This is an optimization exercise on Yosys and OpenROAD, whose aim is small area, a short achievable clock period and few clock cycles per item, not a production implementation. The RTL was checked by simulation tests, not by an equivalence proof against the original design. Power and IR drop assume default switching activity.

==> violet <==
// bit_modulator
module bit_modulator (
    input  wire        clk,
    input  wire        rst,           
    input  wire        cmd_valid,
    output wire        cmd_ready,
    input  wire [2:0]  cmd_op,        
    input  wire [47:0] cmd_ts,        
    input  wire [31:0] cmd_fps,       
    input  wire [6:0]  cmd_len,       
    input  wire [63:0] cmd_code,      
    output reg         rsp_valid,
    output reg         rsp_status,    
    output reg         ev_valid,      
    output reg         ev_bit,
    output wire        active,
    output reg  [1:0]  phase,         
    output reg  [5:0]  bit_index,
    output reg         cur_valid,     
    output reg         cur_bit,
    output wire        color,         
    output reg  [31:0] meas_fps       
);
export LEC_CHECK = 0
export ABC_CLOCK_PERIOD_IN_PS = 4000
export CAP_MARGIN = 20
export CORE_MARGIN = 2
export CORE_UTILIZATION = 40
export PLACE_DENSITY = 0.6
export SETUP_SLACK_MARGIN = 5
export SLEW_MARGIN = 20
create_clock -name core_clock -period 10.0 [get_ports {clk}]
run.sh (not shown) runs the stock make flow with config.mk's settings and CLKGATE_MAP_FILE= SYNTH_SCRIPT=/design/flow/synth_recipe.tcl, a recipe that flattens the netlist after the stock synthesis.
==> ember (differences from violet) <==
--- a/flow/design.v
+++ b/flow/design.v
@@ -35,12 +35,12 @@
     localparam M_FIN  = 4'd9;    
     localparam M_CST3 = 4'd10;   
     reg        ready_q;
     reg        s1_v;
     reg        s1_start_ok, s1_start_bad, s1_tick, s1_stop;
-    reg [3:0]  s1_g1, s1_g2, s1_g0;
-    reg        s1_run, s1_cal59;
+    reg        s1_multi;      
+    reg        s1_c1, s1_c2, s1_c0;
     reg [47:0] s1_ts;
     reg [3:0]  mode;
     reg [63:0] code;
     reg [6:0]  len;
     reg        t_lo, t_hi;
@@ -50,31 +50,26 @@
     reg [49:0] Q;             
     reg [22:0] R;             
     reg [22:0] a;
     reg [22:0] s;             
     reg        cq;            
-    reg [22:0] aR;            
     reg        more;          
     reg        lup;           
     reg [5:0]  lvl;           
     reg [6:0]  rmod;          
     reg [5:0]  idx0;          
     reg [47:0] fps_t0;        
     reg [47:0] epoch;         
     reg [15:0] fps_count;
     reg [4:0]  dcnt;
-    wire   ready;
-    assign cmd_ready = ready;
+    assign cmd_ready = ready_q;
     assign active    = (phase != PH_IDLE);
     assign color     = cur_valid & cur_bit;
-    wire accept = cmd_valid & ready;
+    wire accept = cmd_valid & ready_q;
     wire [23:0] sd    = {1'b0, s} - {1'b0, R};
-    wire [23:0] sa    = {1'b0, s} + {1'b0, aR};
-    wire [24:0] sar   = {2'b00, s} + {2'b00, aR} - {2'b00, R};
-    wire [24:0] s2r   = {2'b00, s} - {1'b0, R, 1'b0};
-    wire [22:0] s_n   = cq ? sa[22:0] : sd[22:0];
-    wire        cq_n  = cq ? sar[24] : s2r[24];       
+    wire [22:0] s_n   = cq ? (sd[22:0] + a) : sd[22:0];
+    wire        cq_n  = (s_n < R);
     wire [50:0] nsum  = {2'b00, nb3} + {1'b0, Q} + {50'd0, cq};
     wire [48:0] nsum_sat = {|nsum[50:48], nsum[47:0]};
     wire [48:0] tx_ref = (mode == M_LC) ? nb : nb3;
     wire        t_x   = !tx_ref[48] && (s1_ts >= tx_ref[47:0]);
     wire [5:0]  idx_inc  = (bit_index == len[5:0] - 6'd1) ? 6'd0 : bit_index + 6'd1;
@@ -99,11 +94,11 @@
     wire [22:0] e3     = {1'b0, cal_t0[21:0]} + {cal_t0[21:0], 1'b0};
     wire [21:0] xm     = (mult_m == 2'd3) ? e3[21:0] : (mult_m == 2'd2) ? {cal_t0[20:0], 1'b0} : cal_t0[21:0];
     wire [23:0] mr4    = {nb2[21:0], 2'b00};
     wire [23:0] md1    = mr4 - {2'b00, cal_t0[21:0]};
     wire [23:0] md2    = mr4 - {1'b0, cal_t0[21:0], 1'b0};
-    wire [23:0] md3    = mr4 - {1'b0, nb[22:0]};
+    wire [23:0] md3    = mr4 - {1'b0, e3};
     wire [1:0]  mdig   = !md3[23] ? 2'd3 : !md2[23] ? 2'd2 : !md1[23] ? 2'd1 : 2'd0;
     wire [21:0] mrem   = !md3[23] ? md3[21:0] : !md2[23] ? md2[21:0] : !md1[23] ? md1[21:0] : mr4[21:0];
     wire [7:0]  d6     = {s[21:16], s[15:14]};
     wire [1:0]  d6q    = (d6 >= 8'd180) ? 2'd3 : (d6 >= 8'd120) ? 2'd2 : (d6 >= 8'd60) ? 2'd1 : 2'd0;
     wire [7:0]  d6s    = d6 - ((d6q == 2'd3) ? 8'd180 : (d6q == 2'd2) ? 8'd120 : (d6q == 2'd1) ? 8'd60 : 8'd0);
@@ -111,34 +106,33 @@
     wire [22:0] mq     = meas_fps[22:0];
     wire        m_le_t = (a > mq) || ((a == mq) && (nb2[21:0] == 22'd0));
     wire norm      = (mode == M_NORM);
     wire run_tick  = norm && s1_v && s1_tick && phase == PH_RUN;
     wire cal_tick  = norm && s1_v && s1_tick && phase == PH_CAL;
-    wire s1_c1     = !s1_g1[3] && (s1_g1[2] || (s1_g1[1] && s1_g1[0]));
-    wire s1_c2     = !s1_g2[3] && (s1_g2[2] || (s1_g2[1] && s1_g2[0]));
-    wire s1_c0     = !(!s1_g0[3] && (s1_g0[2] || (s1_g0[1] && s1_g0[0])));
-    wire s1_multi  = s1_tick && ((s1_run && (s1_c2 || s1_c0)) || s1_cal59);
     wire step_1    = run_tick && !s1_multi && s1_c1;
     wire loop_last = (mode == M_LOOP) && !more;
     wire stp       = step_1 || loop_last || (mode == M_CST3);
-    assign ready   = ready_q && !(norm && s1_v && s1_multi);
+    wire fin_norm  = norm && !(s1_v && s1_multi);
     wire in_len_bad = (cmd_len == 7'd0) || (cmd_len > 7'd64);
     wire in_start   = accept && (cmd_op == 3'd1) && !in_len_bad;
     wire in_tick    = (cmd_op == 3'd2);
     wire signed [31:0] in_fps = cmd_fps;
     wire [1:0] in_mt = (in_fps >= 32'sd5898240) ? 2'd3 : (in_fps >= 32'sd3932160) ? 2'd2 : 2'd1;
-    wire [48:0] ref1 = stp ? nb2 : nb;
-    wire [48:0] ref2 = stp ? nb3 : nb2;
-    wire [48:0] ref0 = stp ? nb  : {1'b0, cal_t0};
-    wire [3:0]  p_g1 = {ref1[48], cmd_ts[47:24] > ref1[47:24], cmd_ts[47:24] == ref1[47:24], cmd_ts[23:0] >= ref1[23:0]};
-    wire [3:0]  p_g2 = {ref2[48], cmd_ts[47:24] > ref2[47:24], cmd_ts[47:24] == ref2[47:24], cmd_ts[23:0] >= ref2[23:0]};
-    wire [3:0]  p_g0 = {ref0[48], cmd_ts[47:24] > ref0[47:24], cmd_ts[47:24] == ref0[47:24], cmd_ts[23:0] >= ref0[23:0]};
+    wire g_nb  = !nb[48]       && (cmd_ts >= nb[47:0]);
+    wire g_nb2 = !nb2[48]      && (cmd_ts >= nb2[47:0]);
+    wire g_nb3 = !nb3[48]      && (cmd_ts >= nb3[47:0]);
+    wire l_t0  = (cmd_ts < cal_t0);
+    wire p_c1  = stp ? g_nb2 : g_nb;
+    wire p_c2  = stp ? g_nb3 : g_nb2;
+    wire p_c0  = stp ? !g_nb : l_t0;
     wire [1:0] ph_next = (mode == M_CST3) ? PH_RUN :
                          (norm && s1_v && s1_start_ok) ? PH_CAL :
                          (norm && s1_v && s1_stop) ? PH_IDLE : phase;
     wire [5:0] cnt_next = (norm && s1_v && s1_start_ok) ? 6'd0 :
                           cal_tick ? cal_count + 6'd1 : cal_count;
+    wire p_multi = in_tick && ((ph_next == PH_RUN && (p_c2 || p_c0)) ||
+                               (ph_next == PH_CAL && cnt_next == 6'd59));
     task respond(input status, input ev, input bitv);
         begin
             rsp_valid  <= 1'b1;
             rsp_status <= status;
             ev_valid   <= ev;
@@ -158,21 +152,20 @@
         end
     endtask
     always @(posedge clk) begin
         if (rst) begin
             s1_v <= 1'b0;
-        end else if (ready) begin
+        end else if (ready_q) begin
             s1_v         <= accept;
             s1_start_ok  <= (cmd_op == 3'd1) && !in_len_bad;
             s1_start_bad <= (cmd_op == 3'd1) && in_len_bad;
             s1_tick      <= in_tick;
             s1_stop      <= (cmd_op == 3'd3);
-            s1_g1        <= p_g1;
-            s1_g2        <= p_g2;
-            s1_g0        <= p_g0;
-            s1_run       <= (ph_next == PH_RUN);
-            s1_cal59     <= (ph_next == PH_CAL && cnt_next == 6'd59);
+            s1_multi     <= p_multi;
+            s1_c1        <= p_c1;
+            s1_c2        <= p_c2;
+            s1_c0        <= p_c0;
             s1_ts        <= cmd_ts;
         end
     end
     always @(posedge clk) begin
         rsp_valid <= 1'b0;
@@ -186,11 +179,11 @@
             meas_fps   <= 32'd0;
             rsp_status <= 1'b0;
             ev_valid   <= 1'b0;
             ev_bit     <= 1'b0;
         end else begin
-            ready_q <= 1'b1;
+            ready_q <= !(accept && p_multi);
             if (phase == PH_CAL && lvl[4] == 1'b0 && norm) begin
                 R   <= R_dbl;
                 Q   <= Q_dbl;
                 lvl <= lvl + 6'd1;
             end
@@ -268,19 +261,17 @@
             end
             M_CDIV: begin
                 ready_q <= 1'b0;
                 dcnt <= dcnt + 5'd1;
                 if (dcnt == 5'd0) begin
-                    s  <= {1'b0, xm};
-                    nb <= {26'd0, e3};                  
-                end else begin
-                    if (dcnt <= 5'd8)
-                        s <= {1'b0, d6r, s[13:0], d6q};
-                    nb2      <= {27'd0, mrem};
-                    meas_fps <= {meas_fps[29:0], mdig};
+                    s <= {1'b0, xm};
+                end else if (dcnt <= 5'd8) begin
+                    s <= {1'b0, d6r, s[13:0], d6q};
                 end
-                if (m_120 || m_30 || dcnt == 5'd12)
+                nb2      <= {27'd0, mrem};
+                meas_fps <= {meas_fps[29:0], mdig};
+                if (m_120 || m_30 || dcnt == 5'd11)
                     mode <= M_CSEL;
             end
             M_CSEL: begin
                 ready_q <= 1'b0;
                 if (m_120)
@@ -289,20 +280,17 @@
                     meas_fps <= 32'd1966080;
                 if (t_lo || m_30 || (m_120 && t_hi)) begin
                     a  <= 23'd3;                        
                     Q  <= 50'd33333;
                     R  <= 23'd1;
-                    aR <= 23'd2;
                     cq <= 1'b1;
                 end else if (!m_120 && (t_hi || m_le_t)) begin
                     a  <= 23'd60;                       
                     Q  <= {34'd0, s[15:0]};
                     R  <= {17'd0, s[21:16]};
-                    aR <= 23'd60 - {17'd0, s[21:16]};
                     cq <= (s[21:16] != 6'd0);
                 end else begin
-                    aR <= a - R;
                     cq <= (R != 23'd0);                 
                 end
                 nb3  <= {1'b0, epoch};                  
                 s    <= 23'd0;
                 mode <= M_CST1;
@@ -350,11 +338,10 @@
                 end
             end
             M_LA: begin
                 ready_q <= 1'b0;
                 cq   <= (s < R);
-                aR   <= a - R;
                 mode <= M_LB;
             end
             M_LB: begin
                 ready_q <= 1'b0;
                 nb   <= nsum_sat;
@@ -395,11 +382,10 @@
             end
             M_FIN: begin
                 ready_q   <= 1'b0;
                 bit_index <= ({1'b0, bit_index} + rmod >= len) ? ({1'b0, bit_index} + rmod - len) : ({1'b0, bit_index} + rmod);
                 cq   <= (s < R);
-                aR   <= a - R;
                 more <= 1'b1;
                 lvl  <= 6'd0;
                 mode <= M_LOOP;
             end
             default: mode <= M_NORM;
==> flow/flow/run.sh (new file) <==
#!/bin/bash
set -euo pipefail
bash standard.sh SETUP_SLACK_MARGIN=6.5 finish > standard_flow.log 2>&1
==> flow/standard.sh (new file) <==
#!/bin/bash
# synth_recipe.tcl (not shown) runs the flow's synth.tcl, then flattens the netlist and writes it again
# the make line also repeats each setting of config.mk as NAME=value (left out here)
make -C /OpenROAD-flow-scripts/flow DESIGN_CONFIG=/design/flow/config.mk WORK_HOME=/design/flow/orfs CLKGATE_MAP_FILE= SYNTH_SCRIPT=/design/flow/synth_recipe.tcl "${@:-finish}"
--- a/flow/config.mk
+++ b/flow/config.mk
@@ -8,7 +8,6 @@
 export ABC_CLOCK_PERIOD_IN_PS = 4000
 export CAP_MARGIN = 20
 export CORE_MARGIN = 2
 export CORE_UTILIZATION = 40
 export PLACE_DENSITY = 0.6
-export SETUP_SLACK_MARGIN = 5
 export SLEW_MARGIN = 20
removed: flow/run.sh
==> run notes <==
quantity                                           violet       ember
Result of the run        no timing/DRC/antenna violations  no timing/DRC/antenna violations
Ratio of final minimum period to clock period       49.1%       60.4%
Clk cell area share                                 4.44%       3.90%
Top achievable clock speed                      0.204 GHz   0.166 GHz
Net Sw Power                                      2.31 mW     2.30 mW
Multi-input gate area in the final layout       36700 µm²   37600 µm²
Normalized max-slew margin                          16.8%       28.5%
Mean post-synth cell area                        9.08 µm²    8.83 µm²
Die ar.                                        148000 µm²  139000 µm²
Multi-input combinational cell count                 5073        4863
Clock group total power                           3.34 mW     3.16 mW
DR WL met3                                       17800 µm    17000 µm
Non-filler cells, final                              8498        8642
Sequential share of cell area                       29.7%       26.2%
Testbench counts of violet, summed over its fixed seeds: cycles 7,824, commands 6,776.
Testbench counts of ember, summed over its fixed seeds: cycles 7,799, commands 6,776.

-- separate check: timing with driven ports --
The results above use ideal ports. As a check the final layouts listed here were re-extracted and re-timed, cells and wires unchanged. Step 1, drivers: a clkbuf_16 drives clk and a buf_2 each remaining input, both assumed. Step 2, shift: input delay + t, output delay - t, t = (earliest + latest rising clock arrival at the registers) / 2. This alone moves slack from input paths to output paths. Slacks: ideal / step 1 / step 2; pairs: ideal / step 1.
run | t (ns) | setup slack, ns | worst hold slack (ns) | worst register clock-pin slew, ns | worst slew at a driven data input, ns
violet | 0.790 | 5.093 / 5.014 / 4.462 | 0.454 / 0.454 / 0.454 | 0.07 / 0.07 | 0.10
ember | 0.778 | 3.958 / 3.958 / 3.958 | 0.464 / 0.464 / 0.464 | 0.07 / 0.07 | 0.10
After both steps setup and hold are still met in every run listed. The setup slack of violet, which loses most, moves by -0.079 ns with the drivers and by -0.631 ns with both steps.
